This is an optimization exercise on Yosys and OpenROAD, whose aim is a short achievable clock period and few clock cycles per item, not a production implementation. Only simulation tests tie the RTL to the original design; equivalence was not proved. In run 2 the design's own scripts or RTL, not TritonCTS, make the clock network. The clock port is modelled as an ideal driver, which makes a skipped or thinned clock tree look cheaper than it is; a real chip needs a root buffer or a tree. No activity file was given, so power comes from the tool's default toggle rates.

==> flow/design.v, too long to show whole: its modules and the start of the top module <==
// module ook_encoder: 915 lines
// module ook_decoder: 7459 lines
// module fht8v_ook_codec: 34 lines
module fht8v_ook_codec (
  input  wire        clk,
  input  wire        rst,
  input  wire        enc_in_valid,
  output wire        enc_in_ready,
  input  wire [47:0] enc_in_msg,
  output wire        enc_out_valid,
  input  wire        enc_out_ready,
  output wire [7:0]  enc_out_byte,
  output wire        enc_out_last,
  input  wire        dec_in_valid,
  output wire        dec_in_ready,
  input  wire [7:0]  dec_in_byte,
  input  wire        dec_in_last,
  input  wire        dec_in_strict,
  output wire        dec_out_valid,
  input  wire        dec_out_ready,
  output wire [47:0] dec_out_msg,
  output wire [1:0]  dec_out_err
);
  // ...
==> flow/run.sh <==
#!/bin/bash
# synth_recipe.tcl (not shown) runs the flow's synth.tcl, then flattens the netlist and writes it again
# the make line also repeats each setting of config.mk as NAME=value (left out here)
make -C /OpenROAD-flow-scripts/flow DESIGN_CONFIG=/design/flow/config.mk WORK_HOME=/design/flow/orfs CLKGATE_MAP_FILE= SYNTH_SCRIPT=/design/flow/synth_recipe.tcl finish
==> flow/config.mk <==
export PLATFORM = sky130hd
export DESIGN_NAME = fht8v_ook_codec
export DESIGN_NICKNAME = fht8v_ook_codec
export VERILOG_FILES = /design/flow/design.v
export SDC_FILE = /design/flow/constraint.sdc
export NUM_CORES = 4
export LEC_CHECK = 0
export ABC_CLOCK_PERIOD_IN_PS = 1500
export CAP_MARGIN = 20
export CORE_MARGIN = 2
export CORE_UTILIZATION = 55
export CTS_BUF_LIST = sky130_fd_sc_hd__clkbuf_16 sky130_fd_sc_hd__clkbuf_8
export CTS_CLUSTER_DIAMETER = 60
export CTS_CLUSTER_SIZE = 24
export SETUP_SLACK_MARGIN = 3.3
export SLEW_MARGIN = 20
==> flow/constraint.sdc <==
create_clock -name core_clock -period 5.0 [get_ports {clk}]
set_input_delay 1.0000 -clock core_clock [delete_from_list [all_inputs] [get_ports {clk}]]
set_output_delay 1.0000 -clock core_clock [all_outputs]
set_load 0.01 [all_outputs]
==> flow_metrics.env, run 1 <==
export IMPL_reg2reg_from="u_enc.r[0]"
export IMPL_wl_met3_mm=2.36
export IMPL_drt_initial_drc_count=966
export IMPL_top_layer="met4"
export IMPL_antenna_found_initial=0
export IMPL_multi_input_area_share=0.333
export IMPL_dominant_cells="sequential cells"
export IMPL_finalWorstSetupSlack_ps=2950
export IMPL_comb_power_mw=0.839
export IMPL_m1WireLength_mm=22.4
export IMPL_grt_use_met2=0.425
export IMPL_grt_pass1_wl_mm=76.1
export IMPL_ios=127
export IMPL_synth_seq_cells=469
export IMPL_synth_top_family_by_area="simple AND/OR/NAND/NOR gates"
export IMPL_tightest_slew_ps=753
export IMPL_synthSimpleGateAreaFrac=0.120
export IMPL_drv_cap=0
export IMPL_crit_family="flip-flops"
export IMPL_met1_usage=0.327
export IMPL_design_core_area_mm2=0.0365
export IMPL_synthTopCellsByCount="281 x edfxtp_1, 188 x dfxtp_1, 150 x nor2_1"
export IMPL_syn_area_mm2=0.0204
export IMPL_overflow=0
export IMPL_power_switching_mw=1.94
export IMPL_status="timing/DRC/antenna clean"
Testbench counts, summed over its fixed seeds: cycles 33,878, items 768.
==> inputs of run 2 (changes only) <==
==> flow/flow/run.sh (new file) <==
#!/bin/bash
set -euo pipefail
export PRE_CTS_TCL="$PWD/flow/mytree.tcl"
export MT_GROUP=24
export MT_ROOTS=4
bash standard.sh > standard_flow.log 2>&1
==> flow/flow/mytree.tcl (new file) <==
rename clock_tree_synthesis __triton_cts
proc mt_split {items ngroups} {
  # split items ({iterm x y}) into ngroups groups of about equal size by
  # cutting at the median of the longer side, recursively
  if {$ngroups <= 1} { return [list $items] }
  set xs [lmap i $items {lindex $i 1}]
  set ys [lmap i $items {lindex $i 2}]
  set dx [expr {[tcl::mathfunc::max {*}$xs] - [tcl::mathfunc::min {*}$xs]}]
  set dy [expr {[tcl::mathfunc::max {*}$ys] - [tcl::mathfunc::min {*}$ys]}]
  set idx [expr {$dx >= $dy ? 1 : 2}]
  set sorted [lsort -integer -index $idx $items]
  set n [llength $sorted]
  set left [expr {$ngroups / 2}]
  set cut [expr {int(round(double($n) * $left / $ngroups))}]
  return [concat [mt_split [lrange $sorted 0 [expr {$cut - 1}]] $left] \
                 [mt_split [lrange $sorted $cut end] [expr {$ngroups - $left}]]]
}
proc mt_center {items} {
  set sx 0; set sy 0
  foreach s $items { set sx [expr {$sx + [lindex $s 1]}]; set sy [expr {$sy + [lindex $s 2]}] }
  set n [llength $items]
  return [list [expr {int($sx / $n)}] [expr {int($sy / $n)}]]
}
proc mt_buf {block master name innet outnet x y} {
  set inst [odb::dbInst_create $block $master $name]
  [$inst findITerm A] connect $innet
  [$inst findITerm X] connect $outnet
  $inst setLocation $x $y
  $inst setPlacementStatus PLACED
  return $inst
}
proc clock_tree_synthesis {args} {
  set gmax $::env(MT_GROUP)
  set nroots $::env(MT_ROOTS)
  set block [ord::get_db_block]
  set db [ord::get_db]
  set master [$db findMaster sky130_fd_sc_hd__clkbuf_16]
  set clk [$block findNet clk]
  set items {}
  foreach it [$clk getITerms] {
    set bb [[$it getInst] getBBox]
    lappend items [list $it [expr {([$bb xMin] + [$bb xMax]) / 2}] [expr {([$bb yMin] + [$bb yMax]) / 2}]]
  }
  set n [llength $items]
  set nleaves [expr {int(ceil(double($n) / $gmax))}]
  # leaves per root, rounded up to a whole number per root
  set per [expr {int(ceil(double($nleaves) / $nroots))}]
  set nleaves [expr {$per * $nroots}]
  set regions [mt_split $items $nroots]
  puts "mytree: $n sinks, $nroots roots, $per leaves per root"
  set li 0
  set ri 0
  foreach reg $regions {
    set rnet [odb::dbNet_create $block clknet_root_$ri]
    $rnet setSigType CLOCK
    set groups [mt_split $reg $per]
    set leafpos {}
    foreach g $groups {
      set net [odb::dbNet_create $block clknet_leaf_$li]
      $net setSigType CLOCK
      foreach s $g {
        set it [lindex $s 0]
        $it disconnect
        $it connect $net
      }
      lassign [mt_center $g] gx gy
      mt_buf $block $master cts_leaf_$li $rnet $net $gx $gy
      lappend leafpos [list {} $gx $gy]
      puts "mytree: root $ri leaf $li: [llength $g] sinks at [expr {$gx / 1000.0}] [expr {$gy / 1000.0}]"
      incr li
    }
    lassign [mt_center $leafpos] rx ry
    mt_buf $block $master cts_root_$ri $clk $rnet $rx $ry
    incr ri
  }
  $clk setSigType CLOCK
  set_propagated_clock [all_clocks]
}
==> flow/standard.sh (new file) <==
#!/bin/bash
# synth_recipe.tcl (not shown) runs the flow's synth.tcl, then flattens the netlist and writes it again
# the make line also repeats each setting of config.mk as NAME=value (left out here)
make -C /OpenROAD-flow-scripts/flow DESIGN_CONFIG=/design/flow/config.mk WORK_HOME=/design/flow/orfs CLKGATE_MAP_FILE= SYNTH_SCRIPT=/design/flow/synth_recipe.tcl "${@:-finish}"
removed: flow/run.sh
==> flow_metrics.env, run 2 <==
export IMPL_grt_use_met3=0.0222
export IMPL_postRouteAntennaNets=0
export IMPL_finalWirelength_mm=53.1
export IMPL_diodes=0
export IMPL_hold_buffers=0
export IMPL_synth_nets=1857
export IMPL_largestRegisters="u_dec.qmsg (96), u_enc.bits (54)"
export IMPL_die_y_um=196
export IMPL_grt_use_met2=0.435
export IMPL_dr_pass1_iters=5
export IMPL_hp_class="flop to flop"
export IMPL_syn_area_mm2=0.0204
export IMPL_tightest_slew_ps=667
export IMPL_design_core_area_mm2=0.0365
export IMPL_synth_cells=1782
export IMPL_dieArea_mm2=0.0386
export IMPL_cp_data_arrival_time_ps=2160
export IMPL_final_cell_mix="281 x edfxtp_1, 151 x buf_4, 145 x nor2_1"
export IMPL_crit_type="flop to flop"
export IMPL_multi_input_area_mm2=0.00933
export IMPL_slowest_stage="edfxtp_1"
export IMPL_num_rows=70
export IMPL_met1_usage=0.327
export IMPL_synthArstFlopShare=0
export IMPL_synth_ff_type="edfxtp_1"
export IMPL_ios=127
export IMPL_wl_per_cell_um=21.0
export IMPL_n_fill_cell=2405
export IMPL_rsz0062_at_grt="true"
export IMPL_setup_violations_final=0
export IMPL_insertion_delay_ps=350
export IMPL_ys_types=78
export IMPL_fin_setup_tns_ps=0
export IMPL_synth_top_family_by_area="simple AND/OR/NAND/NOR gates"
export IMPL_routabilityCongestion=0.862
export IMPL_clk_pin_slew_ps=100
export IMPL_syn_area_per_cell_um2=11.4
export IMPL_grt_pass1_wl_mm=75.9
export IMPL_finalNetCount=2143
export IMPL_crit_path_end_kind="flop"
export IMPL_synth_xor_area_share=0.0240
export IMPL_drt_initial_drc_count=1237
export IMPL_synthAdderAreaFrac=0.00725
export IMPL_fmax_ghz=0.517
export IMPL_hold_violations=0
export IMPL_grt_start_max_net_pins=98
export IMPL_drc_errors=0
export IMPL_drv_cap=0
export IMPL_synthTopCellsByCount="281 x edfxtp_1, 188 x dfxtp_1, 150 x nor2_1"
export IMPL_power_per_cell_area_mw_per_mm2=263
export IMPL_overflow=0
export IMPL_ys_seq_area_frac=0.599
export IMPL_slew_violations=0
export IMPL_synth_seq_cells=469
export IMPL_synth_area_top_cells="edfxtp_1 41%, dfxtp_1 18%, mux2i_1 6.3%"
export IMPL_largest_reg_flops=96
export IMPL_grt_pass1_vias=14300
export IMPL_worstPathMaxFanout=6
export IMPL_cp_required_ps=5220
export IMPL_yosysTopAreaCell="edfxtp_1"
export IMPL_antenna_found_initial=0
export IMPL_path_cells="buf_6 > buf_12 > buf_4 > ha_4 > a22oi_2 > o211ai_1 > o311a_1"
export IMPL_crit_family="compound AO/OA/AOI/OAI gates"
export IMPL_max_stage_delay_ps=530
export IMPL_grt_busiest_layer="met2"
export IMPL_synth_mux_area_fraction=0.104
export IMPL_regArea_mm2=0.0124
export IMPL_p_leak_nw=9.14
export IMPL_synth_compound_area_share=0.106
export IMPL_synth_edf_count=281
export IMPL_critPathLaunchType="flop"
export IMPL_fin_util=0.749
export IMPL_drive_above_1_share=0.368
export IMPL_yosys_warnings=2
export IMPL_fin_crit_ps=1930
export IMPL_numPortBuffers=126
export IMPL_hpwl_mm=25.2
export IMPL_total_power_mw=7.20
export IMPL_vdd_drop_max_v=0.000254
export IMPL_crit_buf_inv=3
export IMPL_synth_top_area_share=0.414
export IMPL_initial_core_util=0.558
export IMPL_skew_ps=28.6
export IMPL_max_flop_register="u_dec.qmsg"
export IMPL_status="timing/DRC/antenna clean"
export IMPL_area_growth_pct=34.3
export IMPL_drt_vias_per_instance=5.89
export IMPL_track_usage=0.244
export IMPL_die_w_um=196
export IMPL_yosysMostFrequentCell="edfxtp_1"
export IMPL_max_slew_margin=0.553
export IMPL_fin_crit_sh=0.387
export IMPL_mostFrequentLayoutCell="edfxtp_1"
export IMPL_synthSimpleGateAreaFrac=0.120
export IMPL_vias=14900
## run 2: cell counts after synthesis
No cell type changed its count.
## run 2: path summary, 6_finish.rpt
check	end	slack, ps	depth (start not counted)	startpoint
worst min register to register	u_dec.d4e[0]	320	0	u_dec.d3e[0]
worst max-delay path	u_enc.out_byte[7]	3070	7	u_enc.r[0]
worst max register to register	u_enc.out_byte[7]	3070	7	u_enc.r[0]
worst min-delay path	u_dec.d4e[0]	320	0	u_dec.d3e[0]
## run 2: layout make-up
class,instances,area share
Sequential cell,469,0.452
Multi-Input combinational cell,1138,0.341
Timing Repair Buffer,369,0.154
Buffer,24,0.0220
Tap cell,468,0.0214
Inverter,65,0.00956
Timing Repair inverter,1,0.000320
## run 2: what timing repair did
| action | 4_1_cts | 5_1_grt |
|---|---|---|
| endpoints found under the setup margin | 586 | 361 |
| gates cloned | 24 | 16 |
| resized for setup | 537 | 301 |
| pin swaps | 57 | 133 |
| setup buffers | 126 | 80 |
## run 2: power by group
group | total (mW) | switching, mW | internal (mW) | leakage (nW)
Combinational | 0.881 | 0.414 | 0.467 | 5.07
Sequential | 4.33 | 0.103 | 4.23 | 3.77
Clock | 1.99 | 1.12 | 0.868 | 0.296
Total | 7.20 | 1.64 | 5.56 | 9.14
## run 2: routing by layer
layer | vias up | routed length [µm]
li1 | 7034 | -
met1 | 7358 | 22300
met2 | 458 | 26700
met3 | 87 | 2610
met4 | 0 | 1540
met5 | - | 0
## run 2: stage by stage
stage | instance area [µm²] | instances | worst slack (ps) | hold slack, ps
detailed placement | 22000 | 2264 | 1720 | 312
CTS | 25000 | 2438 | 3140 | 321
floorplan | 20900 | 1782 | 1490 | 310
global route | 27300 | 2534 | 3010 | 326
global placement | 22000 | 2264 | 1780 | 315
finish | 27300 | 2534 | 3070 | 319
## run 2: cells by family (layout without fill, tap and decap cells)
kind of cell | after synthesis | after routing
fa+ha+maj | 12 | 12
buf+inv | 190 | 459
compound gates | 339 | 340
xor+xnor | 55 | 55
flops | 469 | 469
mux | 203 | 203
simple gates | 514 | 528

-- port drivers added, routing unchanged --
How much do the figures lean on ideal ports? The routed layouts below were timed once more, with nothing changed but the port constraints. Step 1, drivers: a clkbuf_16 drives clk and a buf_2 each remaining input, both assumed. Step 2 adds t to the input delays and takes it off the output delays; t is the mean of the earliest and latest rising clock arrival at the registers after step 1. Input paths then give back, and output paths get back, about the clock's delay inside the block. Slacks: no drivers / after step 1 / after step 2; pairs: no drivers / after step 1.
run	t (ns)	slack for setup (ns)	worst setup path at the end	clock arrival spread, ns
run 1	0.609	2.950 / 2.897 / 2.673	input to register	0.020 / 0.020
run 2	0.449	3.065 / 3.042 / 2.724	input to register	0.029 / 0.029
After both steps every run listed still meets setup and hold. The setup slack of run 2, which loses most, moves by -0.023 ns with the drivers and by -0.341 ns with both steps.
